This design comes from an exercise in tuning for small area, a short achievable clock period and few clock cycles on the open sky130 flow, not from production work. In this exercise RTL edits were held to simulation tests only and were not proved equivalent to the original. No activity file was given, so power comes from the tool's default toggle rates.

==> flow/design.v (excerpt) <==
module cn_codec (
    input  wire        clk,
    input  wire        rst,
    input  wire        cmd_valid,
    input  wire [31:0] cmd_word,
    input  wire [31:0] opa_addr,
    input  wire [31:0] opa_len,
    input  wire [31:0] opa_dst,
    input  wire [7:0]  opa_flags,
    input  wire [31:0] opa_seqack,
    output reg         busy,
    output wire [7:0]  res_code,
    output reg  [31:0] res_len,
    output reg  [15:0] res_cksum,
    output reg  [31:0] res_hdr0,
    output reg  [31:0] res_hdr1,
    output reg  [8:0]  res_hdr2,
    output wire        mem_req,
    output wire        mem_we,
    output wire [31:0] mem_addr,
    output wire [7:0]  mem_wdata,
    input  wire        mem_gnt,
    input  wire        mem_rvalid,
    input  wire [7:0]  mem_rdata
);
    function [32:0] bk_carry(input [31:0] g, input [31:0] p, input ci, input integer W);
        reg [31:0] G, P;
        integer i, l, d;
        begin
            G = g;
            P = p;
            G[0] = g[0] | (p[0] & ci);
            P[0] = 1'b0;
            for (l = 0; l < 5; l = l + 1) begin
                d = 1 << l;
                for (i = 0; i < 32; i = i + 1)
                    if (i < W && ((i + 1) % (2 * d)) == 0) begin
                        G[i] = G[i] | (P[i] & G[i - d]);
                        P[i] = P[i] & P[i - d];
                    end
            end
            for (l = 3; l >= 0; l = l - 1) begin
                d = 1 << l;
                for (i = 0; i < 32; i = i + 1)
                    if (i < W && ((i + 1) % (2 * d)) == d && i >= 2 * d) begin
                        G[i] = G[i] | (P[i] & G[i - d]);
                        P[i] = P[i] & P[i - d];
                    end
            end
            bk_carry[0] = ci;
            for (i = 1; i <= 32; i = i + 1)
                bk_carry[i] = G[i - 1];
        end
    endfunction
    function [31:0] step32(input [31:0] x, input dn);
        reg [32:0] c;
        begin
            c = bk_carry(32'd0, x ^ {32{dn}}, 1'b1, 32);
            step32 = x ^ c[31:0];
        end
    endfunction
    function [15:0] dec16(input [15:0] x);
        reg [32:0] c;
        begin
            c = bk_carry(32'd0, {16'd0, ~x}, 1'b1, 16);
            dec16 = x ^ c[15:0];
        end
    endfunction
    function [32:0] add32(input [31:0] a, input [31:0] b, input ci);
        reg [32:0] c;
  ...
For scale: about 2400 cells after synthesis, roughly 350 I/O pins.
==> flow/config.mk <==
export PLATFORM = sky130hd
export DESIGN_NAME = cn_codec
export DESIGN_NICKNAME = cn_codec
export VERILOG_FILES = /design/flow/design.v
export SDC_FILE = /design/flow/constraint.sdc
export NUM_CORES = 4
export LEC_CHECK = 0
export CAP_MARGIN = 20
export CORE_MARGIN = 2
export CORE_UTILIZATION = 55
export CTS_BUF_LIST = sky130_fd_sc_hd__clkbuf_4
export PLACE_DENSITY = 0.75
export SETUP_SLACK_MARGIN = 4.5
export SLEW_MARGIN = 20
==> flow/constraint.sdc <==
create_clock -name core_clock -period 8.0 [get_ports {clk}]
set_input_delay 1.6000 -clock core_clock [delete_from_list [all_inputs] [get_ports {clk}]]
set_output_delay 1.6000 -clock core_clock [all_outputs]
set_load 0.01 [all_outputs]
standard.sh (not shown) runs the stock make flow with config.mk's settings and CLKGATE_MAP_FILE= SYNTH_SCRIPT=/design/flow/synth_recipe.tcl, a recipe that flattens the netlist after the stock synthesis.
==> flow/flow/run.sh <==
#!/bin/bash
set -euo pipefail
export BUFFER_PORTS_ARGS="-buffer_cell sky130_fd_sc_hd__buf_1"
export CTS_ARGS="-sink_clustering_enable -repair_clock_nets -dont_use_dummy_load -buf_list sky130_fd_sc_hd__clkbuf_8 -sink_clustering_size 12 -sink_clustering_max_diameter 60"
bash standard.sh > standard_flow.log 2>&1
Testbench counts at the start, summed over its fixed seeds: cycles 157,732.
==> next run, changes <==
ABC_AREA = 1   (was unset)
CORE_UTILIZATION = 60   (was 55)
PLACE_DENSITY = 0.8   (was 0.75)
The new run completed without violations. Design area drops by 2.6%. Core utilization increases by 3.7 points. Wire length rose by 5.4%. Via count grows by 7.5%. Worst setup slack is better by 54 ps. Critical path depth increases by 1. Die area drops by 7.4%. Sequential share of layout area rose by 0.77 points. Cell count came out higher by 9.7%. Sequential power is lower by about 3%. First-iteration DRC count is higher by 12%.
==> next run, changes <==
==> flow/run.sh (new file) <==
#!/bin/bash
# synth_recipe.tcl (not shown) runs the flow's synth.tcl, then flattens the netlist and writes it again
# the make line also repeats each setting of config.mk as NAME=value (left out here)
make -C /OpenROAD-flow-scripts/flow DESIGN_CONFIG=/design/flow/config.mk WORK_HOME=/design/flow/orfs CLKGATE_MAP_FILE= SYNTH_SCRIPT=/design/flow/synth_recipe.tcl finish
ABC_AREA = unset   (was 1)
CORE_UTILIZATION = 40   (was 60)
CTS_BUF_LIST = unset   (was sky130_fd_sc_hd__clkbuf_4)
PLACE_DENSITY = 0.6   (was 0.8)
SETUP_SLACK_MARGIN = 4.8   (was 4.5)
removed: flow/flow/run.sh
removed: flow/standard.sh
The new run went through all stages and came out clean.
Synthesized area falls slightly.
Design area rises by about a fifth.
Total power rises by a quarter to a third.
Die area rises by well over a third.
Setup slack got worse by 110 ps.
Wire length rises by a few percent.
Global-route usage falls by 11 points.
Non-clock buffer count rises by 98.
Core utilization falls by 13 points.
Sequential cell count stays the same.
==> next run, changes <==
==> flow/flow/run.sh (new file) <==
#!/bin/bash
set -euo pipefail
export BUFFER_PORTS_ARGS="-buffer_cell sky130_fd_sc_hd__buf_1"
export CTS_ARGS="-sink_clustering_enable -repair_clock_nets -dont_use_dummy_load -buf_list sky130_fd_sc_hd__clkbuf_4"
bash standard.sh > standard_flow.log 2>&1
==> flow/standard.sh (new file) <==
#!/bin/bash
# synth_recipe.tcl (not shown) runs the flow's synth.tcl, then flattens the netlist and writes it again
# the make line also repeats each setting of config.mk as NAME=value (left out here)
make -C /OpenROAD-flow-scripts/flow DESIGN_CONFIG=/design/flow/config.mk WORK_HOME=/design/flow/orfs CLKGATE_MAP_FILE= SYNTH_SCRIPT=/design/flow/synth_recipe.tcl "${@:-finish}"
CORE_UTILIZATION = 55   (was 40)
CTS_BUF_LIST = sky130_fd_sc_hd__clkbuf_4   (was unset)
PLACE_DENSITY = 0.75   (was 0.6)
SETUP_SLACK_MARGIN = 4.5   (was 4.8)
removed: flow/run.sh
The new run passed the timing, DRC and antenna checks.
Core utilization rose by 10 points.
First-iteration DRC count rises by roughly a tenth.
Total power went down by roughly a tenth.
Worst hold slack loses 17 ps.
Synthesized cell count stays the same.
Worst setup slack degrades by 25 ps.
Maximum frequency went down slightly.
Clock-buffer cell count went up by 32.
==> next run, changes <==
==> flow/flow/run.sh (replaced) <==
#!/bin/bash
set -euo pipefail
export BUFFER_PORTS_ARGS="-buffer_cell sky130_fd_sc_hd__buf_1"
export CTS_ARGS="-sink_clustering_enable -repair_clock_nets -dont_use_dummy_load -buf_list sky130_fd_sc_hd__clkbuf_8 -sink_clustering_size 12 -sink_clustering_max_diameter 60"
bash standard.sh > standard_flow.log 2>&1
ABC_AREA = 1   (was unset)
Outcome: Wire length rises by 1.6%. Worst hold slack improved by 10 ps. Setup slack improved by 140 ps. Final cell count rises by 9.2%. Utilization falls by 2.5 points. Sequential share of layout area rises by 1.0 points.
==> next run, changes <==
SETUP_SLACK_MARGIN = 4.3   (was 4.5)
What happened: The new run passed the timing, DRC and antenna checks. Via count went down by 1.4%. Worst setup slack degrades by 170 ps. Die area does not change. Clock skew goes up by 21 ps.

## what the ideal ports hide
No port has a modelled driver above. Below, the same layouts with a new extraction and two added sets of constraints.
Step 1, drivers: a clkbuf_16 drives clk and a buf_2 each remaining input, both assumed.
Step 2 times the ports against the registers' clock, not the clock port: input delays grow and output delays shrink by t, the midpoint of the rising clock arrivals with the driver on.
a / b / c = ideal ports / drivers / drivers and shift; a / b = the first two.
| run | t (ns) | slack for setup (ns) | worst setup path after step 2 | worst register clock-pin slew, ns | pins driven straight from the clock port |
|---|---|---|---|---|---|
| the first run | 0.654 | 4.522 / 4.472 / 3.858 | input to register | 0.09 / 0.09 | 1 |
| the second run | 0.646 | 4.576 / 4.523 / 3.931 | input to register | 0.09 / 0.09 | 1 |
| the third run | 0.623 | 4.466 / 4.466 / 3.910 | input to register | 0.06 / 0.06 | 1 |
| the fourth run | 0.801 | 4.440 / 4.440 / 3.770 | input to register | 0.07 / 0.07 | 1 |
| the fifth run | 0.647 | 4.576 / 4.551 / 3.932 | input to register | 0.09 / 0.09 | 1 |
| the sixth run | 0.662 | 4.409 / 4.409 / 3.774 | input to register | 0.10 / 0.10 | 1 |
After both steps setup and hold are still met in every run listed. For the fourth run, which loses most, drivers alone change the setup slack by 0.000 ns; drivers and shift together by -0.670 ns.
